What follows belongs to an exercise in optimizing a design on an open flow for small area, a short achievable clock period and few clock cycles; a production flow would make more cautious choices. RTL that was checked went through simulation tests only; none was proved equivalent to the original. For runs 2 and 3, only the layout was checked, not whether the RTL still works. Power is estimated from default activity; no workload was simulated.

==> design/flow/design.v <==
module iommu_ptw (
    input  wire        clk,
    input  wire        rst,             
    input  wire        req_valid,
    output wire        req_ready,
    input  wire [63:0] req_iova,
    input  wire [63:0] req_gatp,
    input  wire [63:0] req_satp,
    input  wire        req_stage1,      
    input  wire [1:0]  req_access,      
    output wire        mem_req_valid,
    input  wire        mem_req_ready,
    output wire [63:0] mem_req_addr,
    output wire        mem_req_size,    
    input  wire        mem_rsp_valid,
    input  wire [63:0] mem_rsp_data,
    input  wire        mem_rsp_err,
    output reg         rsp_valid,
    output wire        rsp_fault,
    output wire [11:0] rsp_cause,
    output wire [63:0] rsp_phys,
    output wire [63:0] rsp_pa,
    output wire [63:0] rsp_mask,
    output wire [1:0]  rsp_perm         
);
    localparam [3:0] MODE_BARE = 4'd0;
    localparam [3:0] MODE_SV32 = 4'd1;
    localparam [3:0] MODE_SV39 = 4'd8;
    localparam [3:0] MODE_SV48 = 4'd9;
    localparam [3:0] MODE_SV57 = 4'd10;
    reg         rdy;         
    reg         rd;          
    reg         s2s;         
    reg         sp;          
    reg         mreq;        
    reg  [63:0] vn;          
    wire [63:0] va = ~vn;
    reg         g_bare, g_32, g_39, g_48, g_57;    
    reg  [43:0] gppn;
    reg  [1:0]  acc;
    reg         s1pass;      
    reg  [1:0]  perm1;       
    reg  [4:0]  lv;          
    reg         pte8;
    reg  [56:2] addr;
    reg         l_r, l_w;    
    reg         r_ok;        
    reg         r_bare;      
    reg         r_phn;       
    reg         r_fault;     
    reg  [1:0]  r_perm;
    reg         c8, c4, c3, c2, c1, c0;    
    assign req_ready     = rdy;
    assign mem_req_valid = mreq;
    assign mem_req_addr  = {7'd0, addr, 2'b00};
    assign mem_req_size  = pte8;
    assign rsp_fault     = r_fault;
    assign rsp_cause     = {3'd0, c8, 3'd0, c4, c3, c2, c1, c0};
    assign rsp_pa        = ~(vn | {64{r_fault}});
    assign rsp_phys      = ~(vn | {64{r_phn}});
    assign rsp_mask      = {{52{r_bare}}, {12{r_ok}}};
    assign rsp_perm      = r_perm;
    wire [3:0]  s_mode  = req_satp[63:60];
    wire        s_bare  = (s_mode == MODE_BARE);
    wire        s_32    = (s_mode == MODE_SV32);
    wire        s_39    = (s_mode == MODE_SV39);
    wire        s_48    = (s_mode == MODE_SV48);
    wire        s_57    = (s_mode == MODE_SV57);
    wire        s_ok    = s_32 | s_39 | s_48 | s_57;
    wire        s_wbad  = (|req_iova[63:57]) |
                          ((s_32 | s_39 | s_48) & (|req_iova[56:48])) |
                          ((s_32 | s_39) & (|req_iova[47:39])) |
                          (s_32 & (|req_iova[38:32]));
    wire [11:2] s_idx   = !s_mode[3] ? req_iova[31:22] :
                          s_mode[1]  ? {req_iova[56:48], 1'b0} :
                          s_mode[0]  ? {req_iova[47:39], 1'b0} :
                                       {req_iova[38:30], 1'b0};
    wire [4:0]  s_lv    = {s_57, s_48, s_39, s_32, 1'b0};
    wire        g_ok    = g_32 | g_39 | g_48 | g_57;
    wire        g_wbad  = (|va[63:59]) |
                          ((g_32 | g_39 | g_48) & (|va[58:50])) |
                          ((g_32 | g_39) & (|va[49:41])) |
                          (g_32 & (|va[40:34]));
    wire [13:2] g_off   = ({12{g_32}} & va[33:22]) | ({12{g_39}} & {va[40:30], 1'b0}) |
                          ({12{g_48}} & {va[49:39], 1'b0}) | ({12{g_57}} & {va[58:48], 1'b0});
    wire [2:0]  g_lo    = {1'b0, gppn[1:0]} + {1'b0, g_off[13:12]};
    wire [42:0] g_inc   = {1'b0, gppn[43:2]} + 43'd1;
    wire [44:0] g_hi    = {g_lo[2] ? g_inc : {1'b0, gppn[43:2]}, g_lo[1:0]};
    wire [4:0]  g_lv    = {g_57, g_48, g_39, g_32, 1'b0};
    wire [11:2] n_idx   = !pte8 ? va[21:12] :
                          {({9{lv[1]}} & va[20:12]) | ({9{lv[2]}} & va[29:21]) |
                           ({9{lv[3]}} & va[38:30]) | ({9{lv[4]}} & va[47:39]), 1'b0};
    wire         ge2     = lv[2] | lv[3] | lv[4];
    wire         ge3     = lv[3] | lv[4];
    wire [55:12] offm    = pte8 ? {8'd0, {9{lv[4]}}, {9{ge3}}, {9{ge2}}, {9{!lv[0]}}}
                                : {34'd0, {10{!lv[0]}}};
    wire [55:12] p_ppn   = pte8 ? mem_rsp_data[53:10] : {22'd0, mem_rsp_data[31:10]};
    wire         p_V     = mem_rsp_data[0];
    wire         p_R     = mem_rsp_data[1];
    wire         p_W     = mem_rsp_data[2];
    wire         p_X     = mem_rsp_data[3];
    wire         p_ptr   = !p_R && !p_W && !p_X;
    wire         p_live  = !mem_rsp_err && p_V;
    wire         p_next  = p_live && p_ptr && !lv[0];
    wire         p_leaf0 = p_live && !p_ptr && lv[0];      
    wire         p_sp    = p_live && !p_ptr && !lv[0];     
    wire         p_inv   = !p_V || p_ptr || (!p_R && p_W);  
    wire         p_fr    = acc[0] && !p_R;
    wire         p_fw    = acc[1] && !p_W;
    wire         p_ok    = p_leaf0 && !(!p_R && p_W) && !p_fr && !p_fw;
    wire         q_mis   = |(addr[55:12] & offm);
    wire         q_inv   = (!l_r && l_w) || q_mis;
    wire         q_fr    = acc[0] && !l_r;
    wire         q_fw    = acc[1] && !l_w;
    wire         q_ok    = !q_inv && !q_fr && !q_fw;
    wire         rsp_in  = rd && !mreq && mem_rsp_valid;
    wire         go2     = s1pass && !g_bare;    
    wire         e_acc   = req_stage1 && (s_bare || !s_ok || s_wbad);
    wire         e_s2s   = g_bare || !g_ok || g_wbad;
    wire         e_sp    = !(q_ok && go2);
    wire         e_rsp   = !p_next && !p_sp && !(p_ok && go2);
    reg          n_ok, n_bare, n_phn;
    reg  [1:0]   n_perm;
    reg  [5:0]   n_cause;                        
    always @(*) begin
        if (rdy) begin
            n_ok    = s_bare;
            n_bare  = s_bare;
            n_phn   = 1'b1;
            n_perm  = {2{s_bare}};
            n_cause = s_bare ? 6'd0 : !s_ok ? 6'b100011 : 6'b100000;    
        end else if (s2s) begin
            n_ok    = g_bare;
            n_bare  = g_bare;
            n_phn   = g_bare;
            n_perm  = g_bare ? perm1 : 2'b00;
            n_cause = g_bare ? 6'd0 : !g_ok ? 6'b100011 : 6'b100000;
        end else if (sp) begin
            n_ok    = q_ok;
            n_bare  = 1'b0;
            n_phn   = q_ok || s1pass;
            n_perm  = q_ok ? ({l_w, l_r} & perm1) : 2'b00;
            n_cause = q_inv ? 6'b101010 :                                
                      q_fr  ? (s1pass ? 6'b010101 : 6'b001101) :         
                      q_fw  ? (s1pass ? 6'b010111 : 6'b001111) :         
                      6'd0;
        end else begin
            n_ok    = p_ok;
            n_bare  = 1'b0;
            n_phn   = p_ok || s1pass;
            n_perm  = p_ok ? ({p_W, p_R} & perm1) : 2'b00;
            n_cause = mem_rsp_err ? 6'b101001 :                          
                      p_inv ? 6'b101010 :                                
                      p_fr  ? (s1pass ? 6'b010101 : 6'b001101) :
                      p_fw  ? (s1pass ? 6'b010111 : 6'b001111) :
                      6'd0;
        end
    end
    always @(posedge clk) begin
        r_ok    <= n_ok;
        r_fault <= !n_ok;
        r_bare  <= n_bare;
        r_phn   <= n_phn;
        r_perm  <= n_perm;
        {c8, c4, c3, c2, c1, c0} <= n_cause;
        l_r     <= p_R;
        l_w     <= p_W;
        if (rdy) begin
            vn    <= ~req_iova;
            g_bare <= (req_gatp[63:60] == MODE_BARE);
            g_32   <= (req_gatp[63:60] == MODE_SV32);
            g_39   <= (req_gatp[63:60] == MODE_SV39);
            g_48   <= (req_gatp[63:60] == MODE_SV48);
            g_57   <= (req_gatp[63:60] == MODE_SV57);
            gppn  <= req_gatp[43:0];
            acc   <= req_access;
            perm1 <= 2'b11;
            addr  <= {1'b0, req_satp[43:0], s_idx};
            lv    <= s_lv;
            pte8  <= !s_32;
            s1pass <= req_stage1;
        end else if (s2s) begin
            addr  <= {g_hi, g_off[11:2]};
            lv    <= g_lv;
            pte8  <= !g_32;
        end else if (sp) begin
            if (q_ok) begin
                vn    <= ~{8'd0, addr[55:12] | (va[55:12] & offm), va[11:0]};
                perm1 <= {l_w, l_r} & perm1;
                if (go2)
                    s1pass <= 1'b0;
            end
        end else if (rd && !mreq) begin
            addr  <= {1'b0, p_ppn, n_idx};
            if (mem_rsp_valid) begin
                if (p_next)
                    lv <= {1'b0, lv[4:1]};
                if (p_ok || (s1pass && p_leaf0)) begin
                    vn    <= ~{8'd0, p_ppn, va[11:0]};
                    perm1 <= {p_W, p_R} & perm1;
                end
                if (p_ok && go2)
                    s1pass <= 1'b0;
            end
        end
        if (rst) begin
            rdy       <= 1'b1;
            rd        <= 1'b0;
            s2s       <= 1'b0;
            sp        <= 1'b0;
            mreq      <= 1'b0;
            rsp_valid <= 1'b0;
        end else begin
            rsp_valid <= 1'b0;
            if (mreq && mem_req_ready)
                mreq <= 1'b0;
            if (rdy && req_valid) begin
                rsp_valid <= e_acc;
                rdy  <= e_acc;
                s2s  <= !req_stage1;
                rd   <= !e_acc && req_stage1;
                mreq <= !e_acc && req_stage1;
            end
            if (s2s) begin
                s2s  <= 1'b0;
                rsp_valid <= e_s2s;
                rdy  <= e_s2s;
                rd   <= !e_s2s;
                mreq <= !e_s2s;
            end
            if (sp) begin
                sp   <= 1'b0;
                rsp_valid <= e_sp;
                rdy  <= e_sp;
                s2s  <= !e_sp;
            end
            if (rsp_in) begin
                rsp_valid <= e_rsp;
                rdy  <= e_rsp;
                mreq <= p_next;
                rd   <= p_next;
                sp   <= p_sp;
                s2s  <= !p_next && !p_sp && p_ok && go2;
            end
        end
    end
endmodule
==> design/flow/flow/run.sh <==
#!/bin/bash
set -euo pipefail
bash standard.sh \
  "BUFFER_PORTS_ARGS=-buffer_cell sky130_fd_sc_hd__buf_1" \
  "SETUP_SLACK_MARGIN=6.4" \
  finish > flow_make.log 2>&1
==> design/flow/standard.sh <==
#!/bin/bash
# synth_recipe.tcl (not shown) runs the flow's synth.tcl, then flattens the netlist and writes it again
# the make line also repeats each setting of config.mk as NAME=value (left out here)
make -C /OpenROAD-flow-scripts/flow DESIGN_CONFIG=/design/flow/config.mk WORK_HOME=/design/flow/orfs CLKGATE_MAP_FILE= SYNTH_SCRIPT=/design/flow/synth_recipe.tcl "${@:-finish}"
==> design/flow/config.mk <==
export PLATFORM = sky130hd
export DESIGN_NAME = iommu_ptw
export DESIGN_NICKNAME = iommu_ptw
export VERILOG_FILES = /design/flow/design.v
export SDC_FILE = /design/flow/constraint.sdc
export NUM_CORES = 4
export LEC_CHECK = 0
export CAP_MARGIN = 20
export CORE_MARGIN = 2
export CORE_UTILIZATION = 40
export SLEW_MARGIN = 20
==> design/flow/constraint.sdc <==
create_clock -name core_clock -period 10.0 [get_ports {clk}]
set_input_delay 2.0000 -clock core_clock [delete_from_list [all_inputs] [get_ports {clk}]]
set_output_delay 2.0000 -clock core_clock [all_outputs]
set_load 0.01 [all_outputs]
==> key figures, run 1 <==
Clock network
  • CTS H-tree lvls: 4
  • CTS clock-pin slew for the worst setup and hold paths: about 0.080 ns
  • Clock root buffer: clkbuf_16
  • Clk sink count: 199
  • Deepest clock path buffer count: 2
  • CTS buffer count: 17
  • Clock latency (worst-skew pair): 0.46 ns
  • CTS Hold Buffers Added: 0
  • CTS tree: built

Setup path
  • CP endpoint kind: flip-flop
  • Worst Path Buf+Inv: 1
  • CP arrival: between 3 and 4 ns
  • CP Launch Point: req_iova[34]
  • CP required: 10.33 ns
  • Critical R2R Launch: vn[32]
  • Critical Path Fanout Max: 3
  • Cell family with most CP delay: simple AND/OR/NAND/NOR gates
  • Critical path's slowest cell: or4_1
  • Slowest stage delay, CP: 0.55 ns
  • CP cell instances: buf_1 > or4_1 > o41ai_2 > and4_1 > a31oi_1 > a211oi_2 > o21ai_0
  • Crit Path Category: in -> reg
  • Crit path launch type: input pin

Route
  • First-pass DRT Iterations: 5
  • 1st-iter DRT viols: 991
  • Wire per inst: 23.62 µm
  • Residual DRC: 0
  • DR vias: 11716
  • Final WL: between 40000 and 50000 µm
  • Routed vias/inst: 5.644
  • Routed Antenna Nets: 0

Yosys
  • Synth async-reset ratio: 0
  • Seq/Total Area, Yosys: 0.4793
  • Register bit count reported by yosys: slightly below 200
  • Mapped Cells: between 1000 and 1500
  • Synth Flop Type: edfxtp_1
  • Synth warn: 1
  • Mapped cell area: 11970 µm²
  • Yosys cell types: 69
  • Avg Inst Size Synth: 9.163 µm²
  • Post-synth EDFFs: 175

Pwr
  • Sw Share: 0.3842
  • Peak VDD IR: 121.9 µV
  • Leakage: 5.011 nW
  • Seq pwr share: 0.484
  • NetSw: 1.069 mW
  • Clk pwr share: 0.250
  • Total power: 2.782 mW
  • Pwr Density: slightly below 200 nW/µm²
  • Internal power: 1.713 mW
  • Comb pwr share: 0.265

Die
  • # rows: 63
  • Die H: 177.0 µm
  • Initial Utilization: 0.4048
  • Die X-Extent: between 150 and 200 µm
  • Core area: roughly 30000 µm²
  • Ports: 540
  • Die area: between 30000 and 40000 µm²

Cells and area
  • Most common cell after layout, fill and taps aside: buf_1
  • Commonest non-fill, non-tap cells in the layout: 473 x buf_1, 264 x nor2_1, 175 x edfxtp_1
  • Layout cells sized above 1: 0.05830
  • Post-Layout Cell Count: 2076
  • Filler instances: around 3000
  • Syn-to-layout area delta: 18.89%
  • Post-layout net count: approximately 1900
  • Layout Utilization: 0.4813

GRT
  • Congestion Overflow GR: 0
  • First-pass GRT wire length: 69230 µm
  • Initial antenna violation count: 8
  • Largest net degree at the start of global routing: 109
  • Vias in the first global route: between 10000 and 15000
  • Tot GR Track Use: 0.3065

STA
  • RSZ-0062 raised after global routing: no
  • Worst slew margin relative to its limit: 0.2750
  • Crit share post-route: 0.3538
  • Final Hold Viols: 0
  • Max Freq: 282.7 MHz
  • Setup TNS: 0 ns
  • Max Slew Vio Count: 0
  • Tightest Pin Transition: 1.088 ns
  • Post-route minimum period: about 3.5 ns
  • Clock skew: 0.02038 ns
  • Final setup vio count: 0

Placed design
  • RePlAce Congestion: 0.9699
  • Port bufs: about 480
  • Detailed placement HPWL: between 30000 and 40000 µm
  • Post-Place Cells: 2033

Worst hold path
  • Worst hold path startpoint: perm1[0]
  • HP Class: reg -> reg

Status
  • Outcome: complete, no violations

Flow run
  • Max cap viols: 0
## sequential cells by signal, summed over array words and instances, names as in the netlist, 2 cells and up
name	flops
vn	64
addr	55
gppn	44
lv	5
acc	2
perm1	2
r_perm	2
## final cells by class
| class | count | area (µm²) | share of cell area |
|---|---|---|---|
| clock inverters | 12 | 137.6 | 0.009674 |
| repair buffers | 497 | 2012 | 0.1414 |
| flip-flops and latches | 199 | 5751 | 0.4042 |
| diodes | 5 | 12.51 | 0.0008794 |
| inverters | 48 | 180.2 | 0.01266 |
| well taps | 390 | 488.0 | 0.03430 |
| multi-input cells | 906 | 5214 | 0.3665 |
| clock buffers | 19 | 432.9 | 0.03043 |
## cells in the mapped netlist, drive strengths merged, types with 3 or more instances
master	instances	area, µm²
nor2	265	994.7
edfxtp	175	5255
buf	109	738.2
o21ai	103	519.2
nand2	100	375.4
a21oi	61	312.8
clkbuf	58	219.0
inv	46	172.7
nand3	29	150.1
a211oi	27	202.7
a22oi	26	195.2
dfxtp	24	480.5
xnor2	21	183.9
mux2i	20	200.2
mux2	19	214.0
xor2	19	166.4
nor4	18	157.7
a221o	17	170.2
nand4	16	115.1
nor3	16	80.08
o221ai	13	113.9
nand2b	11	68.82
o22ai	11	68.82
o2111ai	10	87.58
a221oi	9	78.83
and3	9	56.30
a31oi	8	50.05
nor2b	8	50.05
and2	6	37.54
nor3b	5	37.54
o41ai	5	43.79
o211ai	3	22.52
o21a	3	22.52
or3	3	18.77
## per-stage QoR
| stage | cell area (µm²) | setup slack (ns) | hold WS (ns) |
|---|---|---|---|
| floorplan | 12050 | 5.752 | 0.4290 |
| global placement | 13490 | 5.375 | 0.4527 |
| detailed placement | 13490 | 5.347 | 0.4608 |
| CTS | 14200 | 6.415 | 0.4739 |
| global route | 14220 | 6.416 | 0.5128 |
| finish | 14230 | 6.462 | 0.4738 |
## logic make-up (layout without fill, tap and decap cells)
kind of cell | count (synthesis) | count (layout) | synth area share
AOI/OAI and AO/OA | 311 | 311 | 0.1703
xor gates and xnor gates | 40 | 40 | 0.02928
adders and majority gates | 3 | 3 | 0.003764
buffers and inverters | 215 | 576 | 0.09504
DFF | 199 | 199 | 0.4793
muxes | 39 | 39 | 0.03461
other | 1 | 20 | 0.0003134
and+or+nand+nor | 498 | 498 | 0.1874
## power groups by stage
stage	registers, mW	logic [mW]	clock network, mW
floorplan	1.28	0.434	0
global placement	1.37	0.688	0
detailed placement	1.37	0.692	0
CTS	1.34	0.731	0.707
global route	1.36	0.806	0.742
finish	1.35	0.737	0.697
## final timing paths
kind,endpoint,slack [ns],depth (start not counted)
worst max-delay path,rsp_valid,6.46,7
worst min-delay path,perm1[0],0.47,2
worst max register to register,addr[34],6.59,11
worst min register to register,perm1[0],0.47,2
## timing repair
action / CTS / global route
gates resized for setup: 13 / 11
pin swaps: 0 / 2
setup endpoints to repair: 91 / 73
hold endpoints to repair: 0 / 0
setup buffers: 7 / 0
## tightest hold or removal path: cells and delay by family, from the launching register on
family           cells  cell delay (ns)
AO/OA/AOI/OAI        1             0.06
flip-flops           1             0.33
AND/OR/NAND/NOR      1             0.05
## metal layers
layer,vias to the layer above,GRT usage,part of all wire
met4,4,0.1226,0.039
met3,107,0.07174,0.095
met1,5502,0.3991,0.40
met5,-,0,0.00051
met2,750,0.4921,0.47
li1,5353,-,-
Testbench counts, summed over its fixed seeds: cycles 47,891.
==> inputs of run 2 (changes only) <==
--- a/design/flow/design.v
+++ b/design/flow/design.v
@@ -45,4 +45,5 @@
     reg  [56:2] addr;
     reg         l_r, l_w;    
+    reg         o1, o2, o3, o4, o32;    
     reg         r_ok;        
     reg         r_bare;      
@@ -109,5 +110,5 @@
     wire         p_fw    = acc[1] && !p_W;
     wire         p_ok    = p_leaf0 && !(!p_R && p_W) && !p_fr && !p_fw;
-    wire         q_mis   = |(addr[55:12] & offm);
+    wire         q_mis   = pte8 ? (o1 || (ge2 && o2) || (ge3 && o3) || (lv[4] && o4)) : o32;
     wire         q_inv   = (!l_r && l_w) || q_mis;
     wire         q_fr    = acc[0] && !l_r;
@@ -166,4 +167,9 @@
         l_r     <= p_R;
         l_w     <= p_W;
+        o1      <= |mem_rsp_data[18:10];
+        o2      <= |mem_rsp_data[27:19];
+        o3      <= |mem_rsp_data[36:28];
+        o4      <= |mem_rsp_data[45:37];
+        o32     <= |mem_rsp_data[19:10];
         if (rdy) begin
             vn    <= ~req_iova;
==> design/flow/flow/run.sh (replaced) <==
#!/bin/bash
set -euo pipefail
bash standard.sh \
  "BUFFER_PORTS_ARGS=-buffer_cell sky130_fd_sc_hd__buf_1" \
  "SETUP_SLACK_MARGIN=6.5" \
  finish > flow_make.log 2>&1
==> key figures, run 2 <==
Setup path
  • CP endpoint kind: output port (was flip-flop)
  • Setup crit end: rsp_phys[43] (was rsp_valid)
  • Reg2Reg Depth: 10 (was 11)
  • Crit path launch type: flip-flop (was input pin)
  • Reg-to-reg endpoint: addr[45] (was addr[34])
  • Critical R2R Launch: g_48 (was vn[32])
  • Reg-to-reg setup timing slack: 6.61 ns (was 6.59 ns)
  • CP required: 8.00 ns (was 10.33 ns)
  • CP Launch Point: vn[43] (was req_iova[34])
  • Crit Path Category: reg -> out (was in -> reg)
  • Critical Path Fanout Max: 6 (was 3)
  • CP arrival: 1.49 ns (was 3.87 ns)

Yosys
  • Synth async-reset ratio: 0 (unchanged)
  • Avg Inst Size Synth: 9.103 µm² (was 9.163 µm²)
  • Post-synth EDFFs: 175 (unchanged)
  • Seq/Total Area, Yosys: 0.4816 (was 0.4793)
  • Adder-Cell Fraction of Synth Area: 0.003717 (was 0.003764)
  • Synth Flop Type: edfxtp_1 (unchanged)
  • Largest family of logic cells by synthesized area: simple AND/OR/NAND/NOR gates (unchanged)
  • Count leader, synth: nor2_1 (unchanged)
  • Commonest cells post-synth: 251 x nor2_1, 175 x edfxtp_1, 110 x nand2_1 (was 265 x nor2_1, 175 x edfxtp_1, 101 x o21ai_0)
  • Simple-gate share of the synthesized area: 0.1925 (was 0.1874)
  • Synth warn: 1 (unchanged)
  • Top cell type's share of synthesized area: 0.4337 (was 0.4391)
  • Mapped cell area: 12120 µm² (was 11970 µm²)
  • Synth area leader: edfxtp_1 (unchanged)
  • Register bit count reported by yosys: 204 (was 199)
  • Ranking of synthesized cells by area: edfxtp_1 43%, nor2_1 7.8%, buf_4 5.3%, dfxtp_1 4.8%, o21ai_0 3.6% (was edfxtp_1 44%, nor2_1 8.3%, buf_4 5.4%, o21ai_0 4.2%, dfxtp_1 4.0%)
  • Yosys cell types: 71 (was 69)
  • Proportion of synthesized area in mux cells: 0.03563 (was 0.03461)
  • Post-synthesis compound-gate area fraction: 0.1631 (was 0.1703)
  • XOR/XNOR Fraction of Synth Area: 0.02891 (was 0.02928)
  • Mapped Cells: 1331 (was 1306)

Placed design
  • RePlAce Congestion: 0.9345 (was 0.9699)
  • Detailed placement HPWL: 37220 µm (was 37560 µm)
  • Port bufs: 476 (unchanged)
  • Post-Place Cells: 2057 (was 2033)

Clock network
  • CTS buffer count: 24 (was 17)
  • CTS tree: built (unchanged)
  • CTS clock-pin slew for the worst setup and hold paths: 0.07 ns (was 0.08 ns)
  • Clk sink count: 204 (was 199)
  • Deepest clock path buffer count: 3 (was 2)
  • CTS H-tree lvls: 1 (was 4)
  • CTS Hold Buffers Added: 0 (unchanged)
  • Clock latency (worst-skew pair): 0.54 ns (was 0.46 ns)
  • Clock root buffer: clkbuf_16 (unchanged)

GRT
  • Congestion Overflow GR: 0 (unchanged)
  • Vias in the first global route: 10455 (was 10894)
  • Tot GR Track Use: 0.2972 (was 0.3065)
  • Largest net degree at the start of global routing: 109 (unchanged)
  • First-pass GRT wire length: 68260 µm (was 69230 µm)
  • Initial antenna violation count: 0 (was 8)

Die
  • Core area: 29720 µm² (was 29560 µm²)
  • Ports: 540 (unchanged)
  • Initial Utilization: 0.4077 (was 0.4048)
  • Die X-Extent: 178.0 µm (was 177.0 µm)
  • Die H: 178.0 µm (was 177.0 µm)
  • Die area: 31700 µm² (was 31310 µm²)
  • # rows: 63 (unchanged)

Cells and area
  • Commonest non-fill, non-tap cells in the layout: 473 x buf_1, 251 x nor2_1, 175 x edfxtp_1 (was 473 x buf_1, 264 x nor2_1, 175 x edfxtp_1)
  • Post-layout net count: 1995 (was 1937)
  • Largest register FFs: 64 (unchanged)
  • Post-Layout Cell Count: 2137 (was 2076)
  • Layout Utilization: 0.4967 (was 0.4813)
  • Most common cell after layout, fill and taps aside: buf_1 (unchanged)
  • Syn-to-layout area delta: 21.82% (was 18.89%)
  • Layout cells sized above 1: 0.07278 (was 0.05830)
  • Largest Register: vn (unchanged)
  • Filler instances: 2888 (was 2950)
  • Largest regs: vn (64), addr (55), gppn (44) (unchanged)

Route
  • DR vias: 11819 (was 11716)
  • 1st-iter DRT viols: 1082 (was 991)
  • Residual DRC: 0 (unchanged)
  • Wire per inst: 23.09 µm (was 23.62 µm)
  • Final WL: 49340 µm (was 49030 µm)
  • First-pass DRT Iterations: 7 (was 5)
  • Routed Antenna Nets: 0 (unchanged)
  • Routed vias/inst: 5.531 (was 5.644)

Pwr
  • Leakage: 5.396 nW (was 5.011 nW)
  • Clk pwr share: 0.310 (was 0.250)
  • NetSw: 937.1 µW (was 1.069 mW)
  • Comb pwr share: 0.231 (was 0.265)
  • Sw Share: 0.3430 (was 0.3842)
  • Peak VDD IR: 123.4 µV (was 121.9 µV)
  • Internal power: 1.795 mW (was 1.713 mW)
  • Seq pwr share: 0.458 (was 0.484)
  • Pwr Density: 185.1 nW/µm² (was 195.5 nW/µm²)

STA
  • Min Hold Slack: 0.4636 ns (was 0.4738 ns)
  • Post-route minimum period: 3.488 ns (was 3.538 ns)
  • Final setup vio count: 0 (unchanged)
  • RSZ-0062 raised after global routing: yes (was no)
  • Worst slew margin relative to its limit: 0.3972 (was 0.2750)
  • Final Hold Viols: 0 (unchanged)
  • Max Freq: 286.7 MHz (was 282.7 MHz)
  • Setup TNS: 0 ns (unchanged)
  • Crit share post-route: 0.3488 (was 0.3538)
  • Clock skew: 0.02231 ns (was 0.02038 ns)
  • Tightest Pin Transition: 0.8973 ns (was 1.088 ns)
  • Max Slew Vio Count: 0 (unchanged)

Worst hold path
  • Worst hold path startpoint: perm1[0] (unchanged)
  • HP Class: reg -> reg (unchanged)

Status
  • Outcome: complete, no violations (unchanged)

Flow run
  • Max cap viols: 0 (unchanged)
## run 2: cell types whose count changed after synthesis, moves of 6 or more
cell | before | now
nor2_1 | 265 | 251
nand2_1 | 100 | 110
mux2i_1 | 20 | 33
mux2_2 | 19 | 9
xnor2_1 | 21 | 28
a221o_1 | 17 | 11
o22ai_1 | 11 | 29
nor2b_1 | 8 | 20
nor3_1 | 16 | 29
clkbuf_1 | 57 | 65
o21ai_0 | 101 | 88
xor2_1 | 19 | 12
o2111ai_1 | 10 | 1
## run 2: routing by layer
| layer | vias up | track usage | wire length, µm |
|---|---|---|---|
| li1 | 5494 | - | - |
| met1 | 5533 | 0.3936 | 19650 |
| met2 | 684 | 0.4863 | 23120 |
| met3 | 108 | 0.05691 | 4715 |
| met4 | 0 | 0.1045 | 1855 |
| met5 | - | 0 | 0 |
## run 2: metrics by stage
step | total power [mW] | setup WS (ns) | area [µm²]
6_report | 2.732 | 6.512 | 14760
2_1_floorplan | 1.565 | 6.317 | 12200
4_1_cts | 2.715 | 6.501 | 14560
3_5_place_dp | 1.852 | 5.757 | 13620
3_3_place_gp | 1.847 | 5.763 | 13620
5_1_grt | 2.845 | 6.476 | 14760
## run 2: worst min-delay path by stage
stage	to	slack, ns	cells after the start
after floorplan	perm1[1]	0.43	1
after global placement	perm1[0]	0.44	1
after detailed placement	perm1[0]	0.44	1
after CTS	perm1[0]	0.46	1
after global routing	perm1[0]	0.49	1
final	perm1[0]	0.46	1
## run 2: logic make-up (layout without fill, tap and decap cells)
family	Yosys count	after routing
other cells	1	17
compound gates	306	306
mux	42	42
simple gates	518	521
fa+ha+maj	3	3
buf+inv	217	614
flops	204	204
xor+xnor	40	40
## run 2: power groups by stage
stage | Sequential (mW) | Combinational [mW] | Clock, mW
final | 1.25 | 0.632 | 0.848
after global routing | 1.26 | 0.686 | 0.897
after CTS | 1.26 | 0.600 | 0.859
after detailed placement | 1.28 | 0.567 | 0
after global placement | 1.28 | 0.563 | 0
after floorplan | 1.22 | 0.348 | 0
## run 2: what timing repair did
action / CTS / global route
gates cloned: 3 / 0
buffers inserted: 13 / 18
gates resized for setup: 17 / 12
endpoints found under the setup margin: 180 / 124
pin swaps: 0 / 2
## run 2: cell type report
| class | count | area (µm²) | share of cell area |
|---|---|---|---|
| multi-input combinational | 927 | 5299 | 0.3590 |
| inverter | 50 | 191.4 | 0.01297 |
| antenna | 2 | 5.005 | 0.0003391 |
| sequential | 204 | 5848 | 0.3962 |
| clock buffer | 33 | 695.7 | 0.04713 |
| tap | 390 | 488.0 | 0.03306 |
| clock inverter | 11 | 57.56 | 0.003899 |
| timing repair buffer | 520 | 2176 | 0.1474 |
## run 2: worst max-delay path: stages, from the launching register on
cell	delay (ns)
edfxtp_1	0.60
nor2_1	0.19
buf_1	0.17
==> inputs of run 3 (changes only) <==
==> design/flow/flow/run.sh (replaced) <==
#!/bin/bash
set -euo pipefail
bash standard.sh \
  "BUFFER_PORTS_ARGS=-buffer_cell sky130_fd_sc_hd__buf_1" \
  "SETUP_SLACK_MARGIN=6.6" \
  finish > flow_make.log 2>&1
==> key figures, run 3 <==
STA
  • Setup TNS: 0 ns (unchanged)
  • Clock skew: 0.02118 ns (was 0.02231 ns)
  • Worst slew margin relative to its limit: 0.3461 (was 0.3972)
  • Max Slew Vio Count: 0 (unchanged)
  • Max Freq: 292.6 MHz (was 286.7 MHz)
  • Crit share post-route: 0.3418 (was 0.3488)
  • Post-route minimum period: 3.418 ns (was 3.488 ns)
  • Min Hold Slack: 0.4579 ns (was 0.4636 ns)
  • Final Hold Viols: 0 (unchanged)
  • Tightest Pin Transition: 0.9809 ns (was 0.8973 ns)
  • Final setup vio count: 0 (unchanged)
  • RSZ-0062 raised after global routing: yes (unchanged)
  • Final WS setup: 6.582 ns (was 6.512 ns)

Clock network
  • Deepest clock path buffer count: 3 (unchanged)
  • Clock root buffer: clkbuf_16 (unchanged)
  • CTS tree: built (unchanged)
  • CTS clock-pin slew for the worst setup and hold paths: 0.06 ns (was 0.07 ns)
  • CTS H-tree lvls: 1 (unchanged)
  • Clock latency (worst-skew pair): 0.54 ns (about the same)
  • CTS Hold Buffers Added: 0 (unchanged)
  • CTS buffer count: 24 (unchanged)
  • Clk sink count: 204 (unchanged)

Yosys
  • Count leader, synth: nor2_1 (unchanged)
  • Commonest cells post-synth: 251 x nor2_1, 175 x edfxtp_1, 110 x nand2_1 (unchanged)
  • Proportion of synthesized area in mux cells: 0.03563 (unchanged)
  • Ranking of synthesized cells by area: edfxtp_1 43%, nor2_1 7.8%, buf_4 5.3%, dfxtp_1 4.8%, o21ai_0 3.6% (unchanged)
  • Yosys cell types: 71 (unchanged)
  • Seq/Total Area, Yosys: 0.4816 (unchanged)
  • Synth area leader: edfxtp_1 (unchanged)
  • Largest family of logic cells by synthesized area: simple AND/OR/NAND/NOR gates (unchanged)
  • Adder-Cell Fraction of Synth Area: 0.003717 (unchanged)
  • Mapped Cells: 1331 (unchanged)
  • Synth Flop Type: edfxtp_1 (unchanged)
  • Synth async-reset ratio: 0 (unchanged)
  • XOR/XNOR Fraction of Synth Area: 0.02891 (unchanged)
  • Register bit count reported by yosys: 204 (unchanged)
  • Post-synthesis compound-gate area fraction: 0.1631 (unchanged)
  • Avg Inst Size Synth: 9.103 µm² (unchanged)
  • Simple-gate share of the synthesized area: 0.1925 (unchanged)
  • Mapped cell area: 12120 µm² (unchanged)
  • Post-synth EDFFs: 175 (unchanged)
  • Top cell type's share of synthesized area: 0.4337 (unchanged)
  • Synth warn: 1 (unchanged)

Worst hold path
  • HP Class: reg -> reg (unchanged)
  • Worst hold stages: 1 (unchanged)
  • Worst hold path startpoint: perm1[1] (was perm1[0])
  • Worst Hold Path EP: perm1[1] (was perm1[0])

Setup path
  • Crit path launch type: flip-flop (unchanged)
  • CP Launch Point: r_phn (was vn[43])
  • Reg-to-reg setup timing slack: 6.73 ns (was 6.61 ns)
  • CP arrival: 1.42 ns (was 1.49 ns)
  • CP cell instances: clkbuf_16 > nor2_1 > buf_2 (was nor2_1 > buf_1)
  • CP required: 8.00 ns (about the same)
  • Reg-to-reg endpoint: addr[35] (was addr[45])
  • CP endpoint kind: output port (unchanged)
  • Slowest stage delay, CP: 0.44 ns (was 0.60 ns)
  • Critical Path Fanout Max: 10 (was 6)
  • Critical path's slowest cell: dfxtp_4 (was edfxtp_1)
  • Critical R2R Launch: g_48 (unchanged)
  • Crit Path Category: reg -> out (unchanged)
  • Reg2Reg Depth: 10 (unchanged)

Route
  • Wire per inst: 23.90 µm (was 23.09 µm)
  • Routed vias/inst: 5.647 (was 5.531)
  • Routed Antenna Nets: 0 (unchanged)
  • First-pass DRT Iterations: 8 (was 7)
  • DR vias: 12181 (was 11819)
  • 1st-iter DRT viols: 1271 (was 1082)
  • Residual DRC: 0 (unchanged)
  • Final WL: 51540 µm (was 49340 µm)

GRT
  • First-pass GRT wire length: 70380 µm (was 68260 µm)
  • Tot GR Track Use: 0.3068 (was 0.2972)
  • Congestion Overflow GR: 0 (unchanged)
  • Largest net degree at the start of global routing: 196 (was 109)
  • Initial antenna violation count: 4 (was 0)
  • Vias in the first global route: 10621 (was 10455)

Die
  • Die H: 178.0 µm (unchanged)
  • # rows: 63 (unchanged)
  • Core area: 29720 µm² (unchanged)
  • Ports: 540 (unchanged)
  • Die X-Extent: 178.0 µm (unchanged)
  • Initial Utilization: 0.4077 (unchanged)
  • Die area: 31700 µm² (unchanged)

Cells and area
  • Syn-to-layout area delta: 26.51% (was 21.82%)
  • Commonest non-fill, non-tap cells in the layout: 377 x buf_1, 232 x nor2_1, 175 x edfxtp_1 (was 473 x buf_1, 251 x nor2_1, 175 x edfxtp_1)
  • Layout cells sized above 1: 0.1486 (was 0.07278)
  • Post-Layout Cell Count: 2157 (was 2137)
  • Post-layout net count: 2014 (was 1995)
  • Most common cell after layout, fill and taps aside: buf_1 (unchanged)
  • Largest register FFs: 64 (unchanged)
  • Largest Register: vn (unchanged)
  • Filler instances: 2887 (was 2888)
  • Largest regs: vn (64), addr (55), gppn (44) (unchanged)

Placed design
  • Detailed placement HPWL: 37190 µm (was 37220 µm)
  • Post-Place Cells: 2056 (was 2057)
  • Pre-CTS setup slack: 5.785 ns (was 5.757 ns)
  • Port bufs: 476 (unchanged)
  • RePlAce Congestion: 0.9474 (was 0.9345)

Pwr
  • Sw Share: 0.3404 (was 0.3430)
  • Comb pwr share: 0.248 (was 0.231)
  • Leakage: 5.919 nW (was 5.396 nW)
  • Pwr Density: 185.0 nW/µm² (was 185.1 nW/µm²)
  • NetSw: 965.4 µW (was 937.1 µW)
  • Seq pwr share: 0.437 (was 0.458)
  • Clk pwr share: 0.315 (was 0.310)
  • Internal power: 1.871 mW (was 1.795 mW)
  • Peak VDD IR: 139.0 µV (was 123.4 µV)

Status
  • Outcome: complete, no violations (unchanged)

Flow run
  • Max cap viols: 0 (unchanged)
## run 3: logic make-up (layout without fill, tap and decap cells)
logic type,count (synthesis),count (layout)
multiplexers,42,42
flip-flops,204,204
adder cells (fa/ha/maj),3,3
XOR/XNOR,40,40
other,1,19
AND/OR/NAND/NOR,518,524
buffers and inverters,217,629
AO/OA/AOI/OAI,306,306
## run 3: cell type report
cell class              count  area, µm²  area share
inverters                  50      187.7     0.01224
repair buffers            536       2569      0.1676
clock inverters            15      145.1    0.009469
clock buffers              28      636.9     0.04155
well taps                 390      488.0     0.03183
diodes                      4      10.01   0.0006530
flip-flops and latches    204       5848      0.3815
multi-input cells         930       5444      0.3552
## run 3: worst max-delay path by stage
stage | slack, ns | end
6_report | 6.58 | rsp_phys[30]
5_1_grt | 6.55 | rsp_phys[31]
4_1_cts | 6.51 | rsp_phys[1]
3_5_place_dp | 5.78 | vn[38]
3_3_place_gp | 5.78 | vn[36]
2_1_floorplan | 6.32 | vn[12]
## run 3: power by group through the flow
stage,logic [mW],registers (mW),clock network [mW]
2_1_floorplan,0.349,1.22,0
3_3_place_gp,0.564,1.29,0
3_5_place_dp,0.567,1.29,0
4_1_cts,0.675,1.23,0.904
5_1_grt,0.754,1.25,0.938
6_report,0.703,1.24,0.895
## run 3: layer usage
layer / global-route usage / vias up / wire length (µm)
li1: - / 5553 / -
met1: 0.4154 / 5767 / 20310
met2: 0.5032 / 755 / 24530
met3: 0.04753 / 106 / 4764
met4: 0.1014 / 0 / 1932
met5: 0 / - / 0
## run 3: timing repair
action | 4_1_cts | 5_1_grt
buffers inserted | 40 | 5
pin swaps | 2 | 2
resized for setup | 83 | 98
cloned | 5 | 4
endpoints found under the setup margin | 241 | 232
## run 3: worst max-delay path: cells and delay by family, from the launching register on
kind	cells	cell delay, ns
buffers and inverters	2	0.38
DFF	1	0.44
and+or+nand+nor	1	0.05
## run 3: through the flow
| stage | util | cell area [µm²] | total power [mW] |
|---|---|---|---|
| floorplan | - | 12220 | 1.565 |
| global placement | 0.4590 | 13640 | 1.851 |
| detailed placement | 0.4590 | 13640 | 1.855 |
| CTS | 0.5054 | 15020 | 2.811 |
| global route | 0.5157 | 15330 | 2.940 |
| finish | 0.5158 | 15330 | 2.836 |

## afterwards: timing with drivers on the ports
The flow's constraints put no driver on any port. The routed layouts listed below were extracted and timed again, unchanged, in two steps. Step 1, drivers: a clkbuf_16 drives clk and a buf_2 each remaining input, both assumed. Step 2 adds t to the input delays and takes it off the output delays; t is the mean of the earliest and latest rising clock arrival at the registers after step 1. Input paths then give back, and output paths get back, about the clock's delay inside the block. Slacks: ideal ports / drivers / drivers and shift; pairs: ideal ports / drivers.
| run | t, ns | setup slack, ns | worst setup path at the end | slew at the worst register clock pin (ns) | worst data-port slew with drivers (ns) |
|---|---|---|---|---|---|
| run 1 | 0.506 | 6.462 / 6.432 / 5.970 | input to register | 0.09 / 0.09 | 0.09 |
| run 2 | 0.577 | 6.512 / 6.465 / 5.982 | input to register | 0.07 / 0.07 | 0.09 |
| run 3 | 0.577 | 6.582 / 6.533 / 6.085 | input to register | 0.07 / 0.07 | 0.09 |
After both steps every run listed still meets setup and hold. The setup slack of run 2, which loses most, moves by -0.047 ns with the drivers and by -0.530 ns with both steps.
